Background: an optimization exercise with open tools, aiming at a short achievable clock period and few clock cycles. Do not read the settings as production practice.
In this exercise RTL edits were held to simulation tests only and were not proved equivalent to the original.
Power and IR drop assume default switching activity.

--- flow/run.sh ---
#!/bin/bash
# synth_recipe.tcl (not shown) runs the flow's synth.tcl, then flattens the netlist and writes it again
# the make line also repeats each setting of config.mk as NAME=value (left out here)
make -C /OpenROAD-flow-scripts/flow DESIGN_CONFIG=/design/flow/config.mk WORK_HOME=/design/flow/orfs CLKGATE_MAP_FILE= SYNTH_SCRIPT=/design/flow/synth_recipe.tcl finish
--- flow/config.mk ---
export PLATFORM = sky130hd
export DESIGN_NAME = fb_engine
export DESIGN_NICKNAME = fb_engine
export VERILOG_FILES = /design/flow/design.v
export SDC_FILE = /design/flow/constraint.sdc
export NUM_CORES = 4
export LEC_CHECK = 0
export CAP_MARGIN = 20
export CORE_MARGIN = 2
export CORE_UTILIZATION = 40
export SLEW_MARGIN = 20
--- flow/constraint.sdc ---
create_clock -name core_clock -period 15.0 [get_ports {clk}]
set_input_delay 3.0000 -clock core_clock [delete_from_list [all_inputs] [get_ports {clk}]]
set_output_delay 3.0000 -clock core_clock [all_outputs]
set_load 0.01 [all_outputs]
--- flow/design.v ---
module fb_engine (
    input  wire        clk,
    input  wire        rst,
    input  wire        cmd_valid,
    output wire        cmd_ready,
    input  wire [3:0]  cmd_op,
    input  wire        cmd_fb,
    input  wire [15:0] cmd_x1,
    input  wire [15:0] cmd_y1,
    input  wire [15:0] cmd_x2,
    input  wire [15:0] cmd_y2,
    input  wire [15:0] cmd_x3,
    input  wire [15:0] cmd_y3,
    input  wire [7:0]  cmd_color,
    input  wire [31:0] cmd_pal,
    input  wire        img_valid,
    output wire        img_ready,
    input  wire [7:0]  img_data,
    output wire        mem_rd_en,
    output wire [16:0] mem_rd_addr,
    input  wire [7:0]  mem_rd_data,
    output wire        mem_wr_en,
    output wire [16:0] mem_wr_addr,
    output wire [7:0]  mem_wr_data,
    output wire        busy,
    output reg         active_valid,
    output reg         active_fb,
    output reg         cursor_en
);
    localparam [3:0] OP_SETCLIP  = 4'd0,
                     OP_SETPIXEL = 4'd1,
                     OP_LINE     = 4'd2,
                     OP_RECT     = 4'd3,
                     OP_CLEAR    = 4'd4,
                     OP_COPYRECT = 4'd5,
                     OP_IMAGE    = 4'd7,
                     OP_SCROLLUP = 4'd8,
                     OP_ACTIVATE = 4'd9;
    localparam [1:0] K_FILL = 2'd0,
                     K_COPY = 2'd1,
                     K_IMG  = 2'd2,
                     K_LINE = 2'd3;
    localparam [2:0] F_LAST = 3'd5;
    reg [15:0] clx1_0, cly1_0, clx2_0, cly2_0;
    reg [15:0] clx1_1, cly1_1, clx2_1, cly2_1;
    reg cmd_ready_r, busy_r, img_ready_r;
    assign cmd_ready = cmd_ready_r;
    assign busy      = busy_r;
    assign img_ready = img_ready_r;
    wire accept = cmd_valid && cmd_ready_r;
    wire take   = img_valid && img_ready_r;
    reg        f_valid;
    reg [2:0]  f_st;
    reg [3:0]  f_op;
    reg        f_fb;
    reg [15:0] f_x1, f_y1, f_x2, f_y2, f_x3, f_y3;
    reg [7:0]  f_color;
    reg [31:0] f_pal;
    reg        f_w1go;
    wire f_is_rect = (f_op == OP_RECT) || (f_op == OP_CLEAR);
    wire f_is_line = (f_op == OP_LINE) || (f_op == OP_SETPIXEL);
    wire f_is_copy = (f_op == OP_COPYRECT) || (f_op == OP_SCROLLUP);
    wire f_is_img  = (f_op == OP_IMAGE);
    wire f_is_walk = f_is_rect || f_is_line || f_is_copy || f_is_img;
    wire [15:0] kx1 = f_fb ? clx1_1 : clx1_0;
    wire [15:0] ky1 = f_fb ? cly1_1 : cly1_0;
    wire [15:0] kx2 = f_fb ? clx2_1 : clx2_0;
    wire [15:0] ky2 = f_fb ? cly2_1 : cly2_0;
    reg [15:0] ex1, ey1, ex2, ey2, ex3, ey3;
    reg [15:0] gx1, gy1, gx2, gy2;
    always @(*) begin
        ex1 = f_x1; ey1 = f_y1; ex2 = f_x2; ey2 = f_y2; ex3 = f_x3; ey3 = f_y3;
        gx1 = kx1;  gy1 = ky1;  gx2 = kx2;  gy2 = ky2;
        case (f_op)
            OP_CLEAR: begin
                ex1 = 16'd0; ey1 = 16'd0; ex2 = 16'd480; ey2 = 16'd128;
            end
            OP_SETPIXEL: begin
                ex2 = f_x1; ey2 = f_y1;
            end
            OP_SCROLLUP: begin
                ex1 = 16'd0; ey1 = f_y1; ex2 = 16'd480; ey2 = f_y1 + 16'd128;
                ex3 = 16'd0; ey3 = 16'd0;
                gx1 = 16'd0; gy1 = 16'd0; gx2 = 16'd480; gy2 = 16'd136;
            end
            default: ;
        endcase
    end
    function signed [19:0] sx20;
        input [15:0] v;
        begin
            sx20 = $signed({4'b0000, v});
        end
    endfunction
    function signed [19:0] max3;
        input signed [19:0] a, b, c;
        reg signed [19:0] m;
        begin
            m = (a > b) ? a : b;
            max3 = (m > c) ? m : c;
        end
    endfunction
    reg signed [19:0] s_nx, s_ny, s_l1, s_l2, s_t1, s_t2, s_r1, s_r2, s_b1, s_b2;
    reg [15:0] s_a1, s_c1, s_a2, s_c2;           
    reg [15:0] s_lx2, s_ly2;                     
    reg signed [19:0] s_L, s_T, s_R, s_B;
    reg        s_rempty;
    reg [15:0] s_rwm1, s_rhm1;
    reg signed [19:0] s_adx, s_nady;
    reg        s_lsx, s_lsy;
    reg        s_cempty;
    reg [15:0] s_sx, s_sy, s_tx, s_ty, s_nxc, s_nyc;
    reg signed [19:0] s_err;
    reg [1:0]  d_kind;
    reg        d_empty;
    reg [15:0] d_colw, d_roww, d_colr, d_rowr;
    reg [15:0] d_wm1, d_hm1, d_jump;
    reg        d_neg;
    reg [15:0] d_aw, d_ar;
    wire crev_x = f_x3 > f_x1;           
    wire crev_y = ey3 > ey1;             
    always @(posedge clk) begin
        if (f_valid) begin
            s_nx  <= sx20(ex2) - sx20(ex1);
            s_ny  <= sx20(ey2) - sx20(ey1);
            s_l1  <= sx20(gx1) - sx20(ex1);
            s_l2  <= sx20(gx1) - sx20(ex3);
            s_t1  <= sx20(gy1) - sx20(ey1);
            s_t2  <= sx20(gy1) - sx20(ey3);
            s_r1  <= sx20(ex2) - sx20(gx2);
            s_r2  <= (sx20(ex3) - sx20(gx2)) + (sx20(ex2) - sx20(ex1));
            s_b1  <= sx20(ey2) - sx20(gy2);
            s_b2  <= (sx20(ey3) - sx20(gy2)) + (sx20(ey2) - sx20(ey1));
            s_a1  <= (ex1 > gx1) ? ex1 : gx1;
            s_c1  <= (ey1 > gy1) ? ey1 : gy1;
            s_a2  <= (ex2 < gx2) ? ex2 : gx2;
            s_c2  <= (ey2 < gy2) ? ey2 : gy2;
            s_lx2 <= ex2;
            s_ly2 <= ey2;
            s_L <= max3(20'sd0, s_l1, s_l2);
            s_T <= max3(20'sd0, s_t1, s_t2);
            s_R <= max3(20'sd0, s_r1, s_r2);
            s_B <= max3(20'sd0, s_b1, s_b2);
            s_rempty <= (s_a1 >= s_a2) || (s_c1 >= s_c2);
            s_rwm1 <= s_a2 - s_a1 - 16'd1;
            s_rhm1 <= s_c2 - s_c1 - 16'd1;
            s_adx  <= s_nx[19] ? -s_nx : s_nx;
            s_nady <= s_ny[19] ? s_ny : -s_ny;
            s_lsx  <= !(s_nx > 0);
            s_lsy  <= !(s_ny > 0);
            s_cempty <= (s_nx <= 0) || (s_ny <= 0) ||
                        (s_L + s_R >= s_nx) || (s_T + s_B >= s_ny) ||
                        (f_op == OP_SCROLLUP && f_y1 == 16'd0);
            s_sx  <= ex1 + s_L[15:0];
            s_sy  <= ey1 + s_T[15:0];
            s_tx  <= ex3 + s_L[15:0];
            s_ty  <= ey3 + s_T[15:0];
            s_nxc <= s_nx[15:0] - s_L[15:0] - s_R[15:0];
            s_nyc <= s_ny[15:0] - s_T[15:0] - s_B[15:0];
            s_err <= s_adx + s_nady;
            d_neg  <= 1'b0;
            d_colr <= 16'd0;
            d_rowr <= 16'd0;
            if (f_is_copy) begin
                d_kind  <= K_COPY;
                d_empty <= s_cempty;
                d_colr  <= crev_x ? s_sx + s_nxc - 16'd1 : s_sx;
                d_colw  <= crev_x ? s_tx + s_nxc - 16'd1 : s_tx;
                d_rowr  <= crev_y ? s_sy + s_nyc - 16'd1 : s_sy;
                d_roww  <= crev_y ? s_ty + s_nyc - 16'd1 : s_ty;
                d_wm1   <= s_nxc - 16'd1;
                d_hm1   <= s_nyc - 16'd1;
                d_jump  <= (crev_y ? -16'd480 : 16'd480) +
                           (crev_x ? s_nxc - 16'd1 : 16'd1 - s_nxc);
                d_neg   <= crev_x;
            end else if (f_is_img) begin
                d_kind  <= K_IMG;
                d_empty <= (f_x2 == 16'd0) || (f_y2 == 16'd0);
                d_colw  <= f_x1;
                d_roww  <= f_y1;
                d_wm1   <= f_x2 - 16'd1;
                d_hm1   <= f_y2 - 16'd1;
                d_jump  <= 16'd481 - f_x2;
            end else if (f_is_line) begin
                d_kind  <= K_LINE;
                d_empty <= 1'b0;
                d_colw  <= f_x1;
                d_roww  <= f_y1;
            end else begin
                d_kind  <= K_FILL;
                d_empty <= s_rempty;
                d_colw  <= s_a1;
                d_roww  <= s_c1;
                d_wm1   <= s_rwm1;
                d_hm1   <= s_rhm1;
                d_jump  <= 16'd480 - s_rwm1;
            end
            d_aw <= {d_roww[6:0], 9'd0} - {d_roww[10:0], 5'd0} + d_colw;
            d_ar <= {d_rowr[6:0], 9'd0} - {d_rowr[10:0], 5'd0} + d_colr;
        end
    end
    reg [7:0]  ff0, ff1, ff2, ff3;
    reg [1:0]  ff_wp, ff_rp;
    reg [2:0]  ff_cnt;
    wire [7:0] ff_head = (ff_rp == 2'd0) ? ff0 :
                         (ff_rp == 2'd1) ? ff1 :
                         (ff_rp == 2'd2) ? ff2 : ff3;
    reg        w1_act;
    reg [15:0] w1_cx, w1_cy, w1_wm1;
    reg [1:0]  w1_q;
    wire w1_last  = (w1_cx == 16'd0) && (w1_cy == 16'd0);
    wire w1_start = f_valid && f_is_img && !f_w1go && !w1_act &&
                    (f_x2 != 16'd0) && (f_y2 != 16'd0);
    wire w1_adv   = w1_act && ((w1_q != 2'd0) || take);
    reg        wk_valid;
    reg [1:0]  wk_kind;
    reg        wk_fb;
    reg [15:0] wk_aw, wk_ar, wk_cx, wk_cy, wk_wm1, wk_jump;
    reg        wk_neg;
    reg [15:0] wk_x, wk_y, wk_x0;
    reg [15:0] wk_kx1, wk_ky1, wk_kx2, wk_ky2;
    reg [7:0]  wk_color;
    reg [31:0] wk_pal;
    reg [7:0]  wk_byte;
    reg [1:0]  wk_q;
    reg [15:0] wk_lx2, wk_ly2;
    reg signed [19:0] wk_dx, wk_dy, wk_err;
    reg        wk_lsx, wk_lsy;
    wire wk_img  = (wk_kind == K_IMG);
    wire wk_line = (wk_kind == K_LINE);
    wire wk_copy = (wk_kind == K_COPY);
    wire ff_empty = (ff_cnt == 3'd0);
    wire emit     = wk_valid && !(wk_img && (wk_q == 2'd0) && ff_empty);
    wire pop      = emit && wk_img && (wk_q == 2'd0);
    wire rlast_x = (wk_cx == 16'd0);
    wire rlast_y = (wk_cy == 16'd0);
    wire l_last  = (wk_x == wk_lx2) && (wk_y == wk_ly2);
    wire wk_last = wk_line ? l_last : (rlast_x && rlast_y);
    wire wk_free = !wk_valid || (emit && wk_last);
    wire signed [19:0] e2 = {wk_err[18:0], 1'b0};
    wire l_stx = (e2 >= wk_dy);
    wire l_sty = (e2 <= wk_dx);
    wire [15:0] l_daddr = (l_stx ? (wk_lsx ? 16'hffff : 16'd1) : 16'd0) +
                          (l_sty ? (wk_lsy ? -16'd480 : 16'd480) : 16'd0);
    reg        p_valid, p_we, p_copy;
    reg [16:0] p_addr;
    reg [7:0]  p_data;
    reg        w_en;
    reg [16:0] w_addr;
    reg [7:0]  w_data;
    wire f_ready = f_valid && (f_st == F_LAST);
    wire copy_ok = !wk_valid && !(p_valid && p_we);
    wire load    = f_ready && !d_empty && wk_free &&
                   (d_kind != K_COPY || copy_ok) &&
                   (d_kind != K_IMG || f_w1go || w1_start);
    wire f_done  = f_valid && (((f_st == 3'd0) && !f_is_walk) ||
                               (f_ready && (d_empty || load)));
    always @(posedge clk) begin
        if (rst) begin
            f_valid      <= 1'b0;
            cmd_ready_r  <= 1'b1;
            busy_r       <= 1'b0;
            clx1_0 <= 16'd0; cly1_0 <= 16'd0; clx2_0 <= 16'd480; cly2_0 <= 16'd128;
            clx1_1 <= 16'd0; cly1_1 <= 16'd0; clx2_1 <= 16'd480; cly2_1 <= 16'd128;
            active_valid <= 1'b0;
            active_fb    <= 1'b0;
            cursor_en    <= 1'b0;
        end else begin
            cmd_ready_r <= !accept && (!f_valid || f_done);
            busy_r      <= accept || f_valid || wk_valid || p_valid || w1_act;
            if (accept) begin
                f_valid <= 1'b1;
                f_st    <= 3'd0;
                f_op    <= cmd_op;
                f_fb    <= cmd_fb;
                f_x1    <= cmd_x1;
                f_y1    <= cmd_y1;
                f_x2    <= cmd_x2;
                f_y2    <= cmd_y2;
                f_x3    <= cmd_x3;
                f_y3    <= cmd_y3;
                f_color <= cmd_color;
                f_pal   <= cmd_pal;
                f_w1go  <= 1'b0;
            end else if (f_valid) begin
                if (f_done) f_valid <= 1'b0;
                if (f_st != F_LAST) f_st <= f_st + 3'd1;
                if (w1_start) f_w1go <= 1'b1;
                if (f_st == 3'd0) begin
                    if (f_op == OP_SETCLIP) begin
                        if (f_fb) begin
                            clx1_1 <= f_x1; cly1_1 <= f_y1; clx2_1 <= f_x2; cly2_1 <= f_y2;
                        end else begin
                            clx1_0 <= f_x1; cly1_0 <= f_y1; clx2_0 <= f_x2; cly2_0 <= f_y2;
                        end
                    end
                    if (f_op == OP_ACTIVATE) begin
                        active_valid <= 1'b1;
                        active_fb    <= f_fb;
                        cursor_en    <= !f_fb;
                    end
                end
            end
        end
    end
    wire [2:0] ff_cnt_nx = ff_cnt + {2'b00, take} - {2'b00, pop};
    wire       space_nt  = (ff_cnt != 3'd4) || pop;      
    always @(posedge clk) begin
        if (rst) begin
            w1_act      <= 1'b0;
            img_ready_r <= 1'b0;
            ff_wp       <= 2'd0;
            ff_rp       <= 2'd0;
            ff_cnt      <= 3'd0;
        end else begin
            ff_cnt <= ff_cnt_nx;
            if (take) begin
                ff_wp <= ff_wp + 2'd1;
                case (ff_wp)
                    2'd0: ff0 <= img_data;
                    2'd1: ff1 <= img_data;
                    2'd2: ff2 <= img_data;
                    default: ff3 <= img_data;
                endcase
            end
            if (pop) ff_rp <= ff_rp + 2'd1;
            if (w1_start) begin
                w1_act <= 1'b1;
                w1_cx  <= f_x2 - 16'd1;
                w1_cy  <= f_y2 - 16'd1;
                w1_wm1 <= f_x2 - 16'd1;
                w1_q   <= 2'd0;
            end else if (w1_adv) begin
                w1_q <= w1_q + 2'd1;
                if (w1_cx == 16'd0) begin
                    w1_cx <= w1_wm1;
                    if (w1_cy == 16'd0) w1_act <= 1'b0;
                    else w1_cy <= w1_cy - 16'd1;
                end else begin
                    w1_cx <= w1_cx - 16'd1;
                end
            end
            if (w1_start)
                img_ready_r <= space_nt;
            else if (!w1_act || take)
                img_ready_r <= 1'b0;
            else if (w1_q == 2'd0)
                img_ready_r <= space_nt;
            else
                img_ready_r <= (w1_q == 2'd3) && !w1_last && space_nt;
        end
    end
    always @(posedge clk) begin
        if (rst) begin
            wk_valid <= 1'b0;
        end else if (load) begin
            wk_valid <= 1'b1;
            wk_kind  <= d_kind;
            wk_fb    <= f_fb;
            wk_aw    <= d_aw;
            wk_ar    <= d_ar;
            wk_cx    <= d_wm1;
            wk_cy    <= d_hm1;
            wk_wm1   <= d_wm1;
            wk_jump  <= d_jump;
            wk_neg   <= d_neg;
            wk_x     <= f_x1;
            wk_y     <= f_y1;
            wk_x0    <= f_x1;
            wk_kx1   <= kx1;
            wk_ky1   <= ky1;
            wk_kx2   <= kx2;
            wk_ky2   <= ky2;
            wk_color <= f_color;
            wk_pal   <= f_pal;
            wk_q     <= 2'd0;
            wk_lx2   <= s_lx2;
            wk_ly2   <= s_ly2;
            wk_dx    <= s_adx;
            wk_dy    <= s_nady;
            wk_err   <= s_err;
            wk_lsx   <= s_lsx;
            wk_lsy   <= s_lsy;
        end else if (emit) begin
            if (wk_last) wk_valid <= 1'b0;
            if (pop) wk_byte <= ff_head;
            if (wk_line) begin
                wk_err <= wk_err + (l_stx ? wk_dy : 20'sd0) + (l_sty ? wk_dx : 20'sd0);
                if (l_stx) wk_x <= wk_lsx ? wk_x - 16'd1 : wk_x + 16'd1;
                if (l_sty) wk_y <= wk_lsy ? wk_y - 16'd1 : wk_y + 16'd1;
                wk_aw <= wk_aw + l_daddr;
            end else begin
                wk_q <= wk_q + 2'd1;
                if (rlast_x) begin
                    wk_cx <= wk_wm1;
                    wk_cy <= wk_cy - 16'd1;
                    wk_x  <= wk_x0;
                    wk_y  <= wk_y + 16'd1;
                    wk_aw <= wk_aw + wk_jump;
                    wk_ar <= wk_ar + wk_jump;
                end else begin
                    wk_cx <= wk_cx - 16'd1;
                    wk_x  <= wk_x + 16'd1;
                    wk_aw <= wk_neg ? wk_aw - 16'd1 : wk_aw + 16'd1;
                    wk_ar <= wk_neg ? wk_ar - 16'd1 : wk_ar + 16'd1;
                end
            end
        end
    end
    wire in_clip = (wk_x >= wk_kx1) && (wk_x < wk_kx2) &&
                   (wk_y >= wk_ky1) && (wk_y < wk_ky2);
    wire [7:0] img_byte = (wk_q == 2'd0) ? ff_head : wk_byte;
    reg  [1:0] img_v;
    always @(*) begin
        case (wk_q)
            2'd0: img_v = img_byte[1:0];
            2'd1: img_v = img_byte[3:2];
            2'd2: img_v = img_byte[5:4];
            default: img_v = img_byte[7:6];
        endcase
    end
    wire [7:0] img_col = wk_pal[8*img_v +: 8];
    always @(posedge clk) begin
        if (rst) begin
            p_valid <= 1'b0;
            w_en    <= 1'b0;
        end else begin
            p_valid <= emit;
            w_en    <= p_valid && p_we;
        end
        p_we   <= (wk_line || wk_img) ? in_clip : 1'b1;
        p_copy <= wk_copy;
        p_addr <= {wk_fb, wk_aw};
        p_data <= wk_img ? img_col : wk_color;
        w_addr <= p_addr;
        w_data <= p_copy ? mem_rd_data : p_data;
    end
    assign mem_wr_en   = w_en && !rst;
    assign mem_wr_addr = w_addr;
    assign mem_wr_data = w_data;
    assign mem_rd_en   = wk_valid && wk_copy;
    assign mem_rd_addr = {wk_fb, wk_ar};
endmodule
==> qor.json <==
{
  "outcome": {
    "run_status": "timing/DRC/antenna clean"
  },
  "floorplanning": {
    "fp.dieArea_mm2": 0.227,
    "fp.dieH_um": 476,
    "ioPinCount": 211,
    "floorplan.die.width_um": 476,
    "fp-row-count": 173,
    "initial_core_util_pct": 40.2,
    "placeableCoreArea_mm2": 0.222
  },
  "synthesis": {
    "ys_seq_elements": 1435,
    "synth-seq-area-share_pct": 46.1,
    "synthesis_warnings": 1,
    "netlist_instances": 8660,
    "yosysTopAreaCell": "edfxtp_1",
    "synthTopCellsByCount": "edfxtp_1, inv_1, ha_1",
    "yosys_most_used_dff": "edfxtp_1",
    "yosys-top-cells-area": "edfxtp_1, ha_1, xnor2_1",
    "syn-cell-area_mm2": 0.0892,
    "postSynth.asyncResetShare_pct": 0,
    "synth_enable_flop_cells": 1237,
    "synthDistinctLibCells": 93,
    "avgSynthCellArea_um2": 10.3,
    "library_cell_with_the_highest_instance_count_after_synthesis": "edfxtp_1",
    "synth_top_area_share_pct": 41.6
  },
  "timing": {
    "unrepaired_setup_endpoints_after_global_routing": "false",
    "worst_slew_margin_pct": 18.8,
    "final.min_clock_period_ns": 7.43,
    "fin_crit_sh_pct": 49.5,
    "fin_hold_ws_ns": 0.325,
    "finClkSkew_ns": 0.0707,
    "final-setup-viol-count": 0,
    "timing.final.max_slew_violations": 0,
    "fin_setup_tns_ns": 0,
    "tightestPinTransition_ns": 1.21,
    "count_of_endpoints_failing_hold_in_the_final_timing_report": 0,
    "max_clock_freq_ghz": 0.135
  },
  "global_routing": {
    "grt_antenna_before_repair": 18,
    "grt_start_max_net_pins": 181,
    "grt_overflow_total": 0,
    "groute.usage.overall_pct": 23.7,
    "grt_first_pass_wirelength_um": 402000,
    "grt_pass1_vias": 62600
  },
  "clock_tree": {
    "cts_htree_levels": 4,
    "clk_path_buf_depth": 3,
    "cts_sinks": 1435,
    "cts_inserted_buffers": 164,
    "ctsResizeCount": 0,
    "postCtsSetupBuffers": 0,
    "cts_root_buf": "clkbuf_16",
    "cts_hold_repair.buffers": 0,
    "tritoncts": "built",
    "clock_latency_ns": 0.85,
    "clkSlewWorstSetupHoldPaths_ns": 0.05
  },
  "place": {
    "placedCellCount": 11700,
    "port-buffer-count": 210,
    "dp_hpwl_um": 213000,
    "gpl.final_weighted_congestion": 0.979
  },
  "critical_path": {
    "worst_setup_path_end_kind": "output pin",
    "timing.critical_path.slowest_stage_cell": "clkdlybuf4s50_1",
    "critical_path_buf_inv_count": 2,
    "timing.critical_path.max_delay_family": "buffers and inverters",
    "crit_path_cell_trace": "buf_6, nor2b_1, clkdlybuf4s50_1",
    "worst_path_largest_cell_delay_ns": 0.67,
    "critPathRequiredTime_ns": 12.00,
    "arrival_ns": 4.43,
    "path_max_fanout": 16,
    "timing.setup.critical_path_class": "in -> out",
    "start_kind": "input port"
  },
  "cells_and_area": {
    "drive_gt1_share_pct": 6.84,
    "instances_no_fill": 12000,
    "area_growth_pct": 13.1,
    "postLayoutCoreUtil_pct": 45.5,
    "multi_input_area_mm2": 0.0436,
    "register_area_mm2": 0.0411,
    "design.final.nets": 10100,
    "filler_cell_count": 20600
  },
  "drt": {
    "dr.pass1.iters": 6,
    "drt-wirelength-per-cell_um": 22.9,
    "detail_route_antenna_nets": 0,
    "num_vias": 65200,
    "vias_per_cell": 5.43,
    "drc": 0,
    "met2_wire_length_um": 114000,
    "route.final.wire_length_um": 275000,
    "wl_met1_um": 125000,
    "routed.top_layer": "met5",
    "drt_iter0_markers": 6290,
    "wl_met3_um": 21100
  },
  "pwr": {
    "power.switching_fraction_pct": 29.7,
    "net-switching-power_uw": 3470,
    "p_comb_share_pct": 21.4,
    "ir_worst_vdd_mv": 0.107,
    "cellInternalPower_uw": 8230,
    "power_per_cell_area_mw_per_mm2": 116,
    "p_seq_share_pct": 41.8,
    "clock_power_share_pct": 36.8,
    "leakage_uw": 0.0407
  },
  "hold_path": {
    "hp-class": "reg -> reg"
  },
  "flow_run": {
    "cap_violations": 0
  }
}
[per-layer routing]
| metal | track usage (%) | vias to the layer above |
|---|---|---|
| met4 | 11.8 | 4 |
| met1 | 33.6 | 31500 |
| li1 | - | 31000 |
| met5 | 0 | - |
| met2 | 34.5 | 2318 |
| met3 | 4.33 | 448 |
[through the flow]
stage / total power [uW] / setup slack (ns) / instance area [um^2]
floorplan: 6660 / 2.81 / 89200
global placement: 7380 / 7.56 / 95000
detailed placement: 7430 / 7.56 / 95000
CTS: 11800 / 7.56 / 101000
global route: 12200 / 7.16 / 101000
finish: 11700 / 7.57 / 101000
[cell families after synthesis]
| kind of cell | Yosys count | synth area share [%] |
|---|---|---|
| AO/OA/AOI/OAI | 1768 | 12.2 |
| XOR/XNOR | 650 | 6.38 |
| adder cells (fa/ha/maj) | 1015 | 15.1 |
| buffers and inverters | 1203 | 5.18 |
| flip-flops | 1435 | 46.1 |
| multiplexers | 218 | 2.69 |
| other | 1 | 0.00420 |
| AND/OR/NAND/NOR | 2370 | 12.3 |
[sequential cells by signal (all words and copies together), names as in the netlist, 18 cells and up]
name / cells
wk_dy: 20
wk_err: 19
s_err: 19
s_B: 18
s_r2: 18
f_pal: 32
wk_pal: 32
s_nady: 20
s_R: 18
wk_dx: 20
s_b2: 18
s_adx: 20
[worst paths after layout]
path,endpoint,slack [ns],startpoint,cells after the start
setup / recovery,mem_wr_en,7.57,rst,3
hold / removal,w_addr[12]$_DFF_P_,0.32,p_addr[12]$_DFF_P_,0
setup reg to reg,d_jump[15]$_DFFE_PP_,7.80,f_op[0]$_DFFE_PP_,26
hold reg to reg,w_addr[12]$_DFF_P_,0.32,p_addr[12]$_DFF_P_,0
[power groups by stage]
stage	logic, uW	registers [uW]	clock network (uW)
6_report	2500	4890	4310
4_1_cts	2480	4890	4390
2_1_floorplan	1760	4900	0
3_5_place_dp	2460	4970	0
3_3_place_gp	2410	4970	0
5_1_grt	2770	4910	4540
[cell usage in the layout (no fill, tap or decap), types with 68 or more instances in the layout]
cell	count
a21oi_1	549
o21ai_0	464
ha_1	914
fa_1	101
buf_4	107
dfxtp_1	197
and2_1	108
nand2b_1	72
a211oi_1	70
nor3_1	163
nand2_1	889
edfxtp_1	1237
clkbuf_16	169
a21o_1	158
nor2b_1	141
nor2_1	530
o211ai_1	69
xnor2_1	493
mux2_2	173
xor2_1	157
nand3_1	135
nor4_1	72
clkdlybuf4s50_1	209
inv_1	937
o21a_1	68
nand4_1	71
[final cells by class]
type                            count  share of cell area [%]
Antenna cell                        8                  0.0199
Tap cell                         2975                    3.69
Sequential cell                  1435                    40.8
Clock inverter                     97                    1.30
Inverter                          940                    3.50
Timing Repair Buffer              321                    2.95
Multi-Input combinational cell   6024                    43.3
Clock buffer                      207                    4.48
Testbench counts, summed over its fixed seeds: cycles 1,100,685.

==> afterwards: timing with drivers on the ports <==
The flow's constraints put no driver on any port. The routed layout listed below was extracted and timed again, unchanged, in two steps.
Step 1 sets driving cells, clkbuf_16 on the clock port and buf_2 on the other inputs (assumed; they add their load-dependent delay and slew).
Step 2 adds t to the input delays and takes it off the output delays; t is the mean of the earliest and latest rising clock arrival at the registers after step 1. Input paths then give back, and output paths get back, about the clock's delay inside the block.
a / b / c = ideal ports / drivers / drivers and shift; a / b = the first two.
t, ns: 0.897
setup slack, ns: 7.575 / 7.525 / 7.525
slew at the worst register clock pin (ns): 0.07 / 0.07
worst slew at a driven data input, ns: 0.09
pins driven straight from the clock port: 1
After both steps this run still meets setup and hold. For this run, drivers alone change the setup slack by -0.050 ns; drivers and shift together by -0.050 ns.
